What follows belongs to an exercise in optimizing a design on an open flow for small area, a short achievable clock period and few clock cycles; a production flow would make more cautious choices. The RTL was checked by simulation tests, not by an equivalence proof against the original design. Power and IR drop assume default switching activity.

Setup of run A:
// upc_decoder
module upc_decoder (
    input  wire        clk,
    input  wire        rst,         
    input  wire [2:0]  cmd,
    output wire        done,        
    output wire        ok,          
    output reg  [2:0]  err,         
    output reg  [9:0]  len,         
    output wire [9:0]  bw,          
    output reg         rev,         
    output wire [9:0]  e_win,       
    output wire [9:0]  e_bw,        
    output wire [2:0]  gfail,       
    output reg  [1:0]  e_which,     
    output reg         e_side,      
    output reg  [6:0]  e_val,       
    output reg  [47:0] dig,         
    output reg  [7:0]  csum         
);
Size: ~1900 cells after synthesis, about 120 I/O pins, roughly 27000 um^2 of cells after synthesis.
==> flow/config.mk <==
export PLATFORM = sky130hd
export DESIGN_NAME = upc_decoder
export DESIGN_NICKNAME = upc_decoder
export VERILOG_FILES = /design/flow/design.v
export SDC_FILE = /design/flow/constraint.sdc
export NUM_CORES = 4
export LEC_CHECK = 0
export CAP_MARGIN = 20
export CORE_MARGIN = 2
export CORE_UTILIZATION = 65
export PLACE_DENSITY = 0.8
export SLEW_MARGIN = 20
==> flow/constraint.sdc <==
create_clock -name core_clock -period 11.0 [get_ports {clk}]
set_input_delay 2.2000 -clock core_clock [delete_from_list [all_inputs] [get_ports {clk}]]
set_output_delay 2.2000 -clock core_clock [all_outputs]
set_load 0.01 [all_outputs]
standard.sh (not shown) runs the stock make flow with config.mk's settings and CLKGATE_MAP_FILE= SYNTH_SCRIPT=/design/flow/synth_recipe.tcl, a recipe that flattens the netlist after the stock synthesis.
==> flow/flow/run.sh <==
#!/bin/bash
# Standard layout (the standard.sh: the standard synthesis and ORFS flow),
# with the port buffers as buf_2 cells, repair_timing asked for more setup
# margin than the clock period needs, and no dummy loads in the clock tree.
# The constraints are the design's.
set -euo pipefail
bash standard.sh \
  "SETUP_SLACK_MARGIN=7.65" \
  "BUFFER_PORTS_ARGS=-buffer_cell sky130_fd_sc_hd__buf_2" \
  "CTS_ARGS=-sink_clustering_enable -repair_clock_nets -dont_use_dummy_load" \
  finish > make_finish.log 2>&1
Testbench counts of run A, summed over its fixed seeds: cycles 47,240.
Changes in run B relative to run A:
--- a/flow/flow/run.sh
+++ b/flow/flow/run.sh
@@ -6,5 +6,5 @@
 set -euo pipefail
 bash standard.sh \
-  "SETUP_SLACK_MARGIN=7.65" \
+  "SETUP_SLACK_MARGIN=7.55" \
   "BUFFER_PORTS_ARGS=-buffer_cell sky130_fd_sc_hd__buf_2" \
   "CTS_ARGS=-sink_clustering_enable -repair_clock_nets -dont_use_dummy_load" \
Results
Comparing run B and run A, the lower worst hold-check slack is on run A.
Diff run A -> run B | number of design-rule violations left by the first detailed-router iteration | down by a few percent
Met2 track demand over resource in global routing, run B and run A: higher on run A
Wire length of the first global-routing pass shrinks slightly when moving from run A to run B.
Diff run A -> run B | overall routed net length | decrease of about 1.8%
Run A vs run B, last element of the critical path: ok_r vs len[9]
Run B — number of global-route vias before repair about 3.4% lower, run A as reference
Modified inputs, run C compared to run B
--- a/flow/flow/run.sh
+++ b/flow/flow/run.sh
@@ -6,5 +6,5 @@
 set -euo pipefail
 bash standard.sh \
-  "SETUP_SLACK_MARGIN=7.55" \
+  "SETUP_SLACK_MARGIN=7.6" \
   "BUFFER_PORTS_ARGS=-buffer_cell sky130_fd_sc_hd__buf_2" \
   "CTS_ARGS=-sink_clustering_enable -repair_clock_nets -dont_use_dummy_load" \
## What came out
- Any difference in utilization between run C and run B is small enough to ignore.
- The via count normalized by instance count of run C and that of run B are within noise of each other.
- Going from run B to run C, total iterations of the first detailed-routing run has increased; global-route wire length before repair has remained practically unchanged.
- Run C ends up with a combinational gate power that is about 0.9% higher than in run B.
- Total global-route track usage: run C vs run B, no meaningful difference


Another version of the RTL of upc_decoder (not shown whole).
Size: ~2100 cells after synthesis, about 720 flip-flops, about 120 I/O pins.
==> flow/design.v (excerpt) <==
module upc_decoder (
    input  wire        clk,
    input  wire        rst,         
    input  wire [2:0]  cmd,
    output wire        done,        
    output wire        ok,          
    output reg  [2:0]  err,         
    output reg  [9:0]  len,         
    output wire [9:0]  bw,          
    output reg         rev,         
    output wire [9:0]  e_win,       
    output wire [9:0]  e_bw,        
    output wire [2:0]  gfail,       
    output reg  [1:0]  e_which,     
    output reg         e_side,      
    output reg  [6:0]  e_val,       
    output reg  [47:0] dig,         
    output reg  [7:0]  csum         
);
    wire [1:0] op = cmd[2:1];
    reg idle, busy, done_r, ok_r;
    assign done = done_r;
    assign ok   = ok_r;
    wire acc_clear = (op == 2'b01) && (idle || done_r);
    wire acc_push  = (op == 2'b10) && idle && !len[9];
    wire acc_start = (op == 2'b11) && idle;
    reg push_q, pix_q, start_q, init_q;
    reg l95;                        
    wire fin;                       
    wire fin_ok;                    
    always @(posedge clk) begin
        if (rst) begin
            idle   <= 1'b1;
            busy   <= 1'b0;
            done_r <= 1'b0;
            ok_r   <= 1'b0;
            len    <= 10'd0;
        end else begin
  ...
clock: 11.0 ns
lec_check: 0
cap_margin: 20
core_margin: 2
core_utilization: 65
place_density: 0.8
slew_margin: 20
==> flow/flow/run.sh <==
#!/bin/bash
# Standard layout (the standard.sh: the standard synthesis and ORFS flow),
# with the port buffers as buf_2 cells and repair_timing asked for more setup
# margin than the clock period needs. The constraints are the design's.
set -euo pipefail
bash standard.sh \
  "SETUP_SLACK_MARGIN=7.7" \
  "BUFFER_PORTS_ARGS=-buffer_cell sky130_fd_sc_hd__buf_2" \
  finish > make_finish.log 2>&1
Testbench counts at the start, summed over its fixed seeds: cycles 47,240.
==> next run, changes <==
Settings changed: CORE_UTILIZATION 65 to 40, PLACE_DENSITY 0.8 to not set.
Outcome:
- total power goes down by 0.83%
- final area went up by 1.7%
- die area increases by 61%
- utilization fell by 29 points
- flip-flop and latch count stays the same
- final cell count climbs by 12%


## the baseline
upc_decoder again, from the RTL that the note above started with.
Design upc_decoder, start of the top module:
module upc_decoder (
    input  wire        clk,
    input  wire        rst,         
    input  wire [2:0]  cmd,
    output wire        done,        
    output wire        ok,          
    output reg  [2:0]  err,         
    output reg  [9:0]  len,         
    output wire [9:0]  bw,          
    output reg         rev,         
    output wire [9:0]  e_win,       
    output wire [9:0]  e_bw,        
    output wire [2:0]  gfail,       
    output reg  [1:0]  e_which,     
    output reg         e_side,      
    output reg  [6:0]  e_val,       
    output reg  [47:0] dig,         
    output reg  [7:0]  csum         
);
clock: 11.0 ns
lec_check: 0
cap_margin: 20
core_margin: 2
core_utilization: 65
place_density: 0.8
slew_margin: 20
==> flow/flow/run.sh <==
#!/bin/bash
# Standard layout (the standard.sh: the standard synthesis and ORFS flow),
# with the port buffers as buf_2 cells, repair_timing asked for more setup
# margin than the clock period needs, and no dummy loads in the clock tree.
# The constraints are the design's.
set -euo pipefail
bash standard.sh \
  "SETUP_SLACK_MARGIN=7.7" \
  "BUFFER_PORTS_ARGS=-buffer_cell sky130_fd_sc_hd__buf_2" \
  "CTS_ARGS=-sink_clustering_enable -repair_clock_nets -dont_use_dummy_load" \
  finish > make_finish.log 2>&1
Per the final summary, the baseline finished and its layout is clean on timing, DRC and antenna.
Testbench counts of the baseline, summed over its fixed seeds: cycles 47,240.
Input changes introduced in the candidate (baseline for comparison: the baseline):
-- flow/flow/run.sh --
<<< the baseline, line 8
  "SETUP_SLACK_MARGIN=7.7" \
>>> the candidate, line 8
  "SETUP_SLACK_MARGIN=7.6" \
Findings:
Compared with the baseline, post-layout net count in the candidate decreased by a few percent. The candidate reached the end of the flow, and the finished layout is clean on the timing, DRC and antenna checks. Against the baseline, the candidate reports a timing-limited maximum frequency that is lower. Taking the baseline as the reference point, the global-route usage of the candidate falls by 2.5 points. The candidate vs the baseline: number of standard cells in the final layout excluding fillers down. The candidate vs the baseline on depth of the most critical reg-to-reg path: the candidate is the higher one. Sort the baseline and the candidate by portion of total power attributed to the clock network, descending, and the baseline comes first. Utilization the baseline -> the candidate: down.

## re-timing with driven ports
The results above use ideal ports. As a check the final layouts listed here were re-extracted and re-timed, cells and wires unchanged.
Step 1 sets driving cells, clkbuf_16 on the clock port and buf_2 on the other inputs (assumed; they add their load-dependent delay and slew).
Step 2 times the ports against the registers' clock, not the clock port: input delays grow and output delays shrink by t, the midpoint of the rising clock arrivals with the driver on.
a / b / c = no drivers / after step 1 / after step 2; a / b = the first two.
run | t (ns) | setup slack, ns | pins driven straight from the clock port
run A | 0.630 | 7.633 / 7.608 / 7.239 | 1
run B | 0.637 | 7.588 / 7.532 / 7.189 | 1
run C | 0.637 | 7.616 / 7.559 / 7.177 | 1
the first run of note 2 | 0.677 | 7.648 / 7.584 / 7.390 | 1
the second run of note 2 | 0.669 | 7.654 / 7.590 / 7.355 | 1
the baseline | 0.659 | 7.692 / 7.628 / 7.379 | 1
the candidate | 0.638 | 7.627 / 7.561 / 7.137 | 1
After both steps setup and hold are still met in every run listed. For the candidate, which loses most, drivers alone change the setup slack by -0.066 ns; drivers and shift together by -0.490 ns.
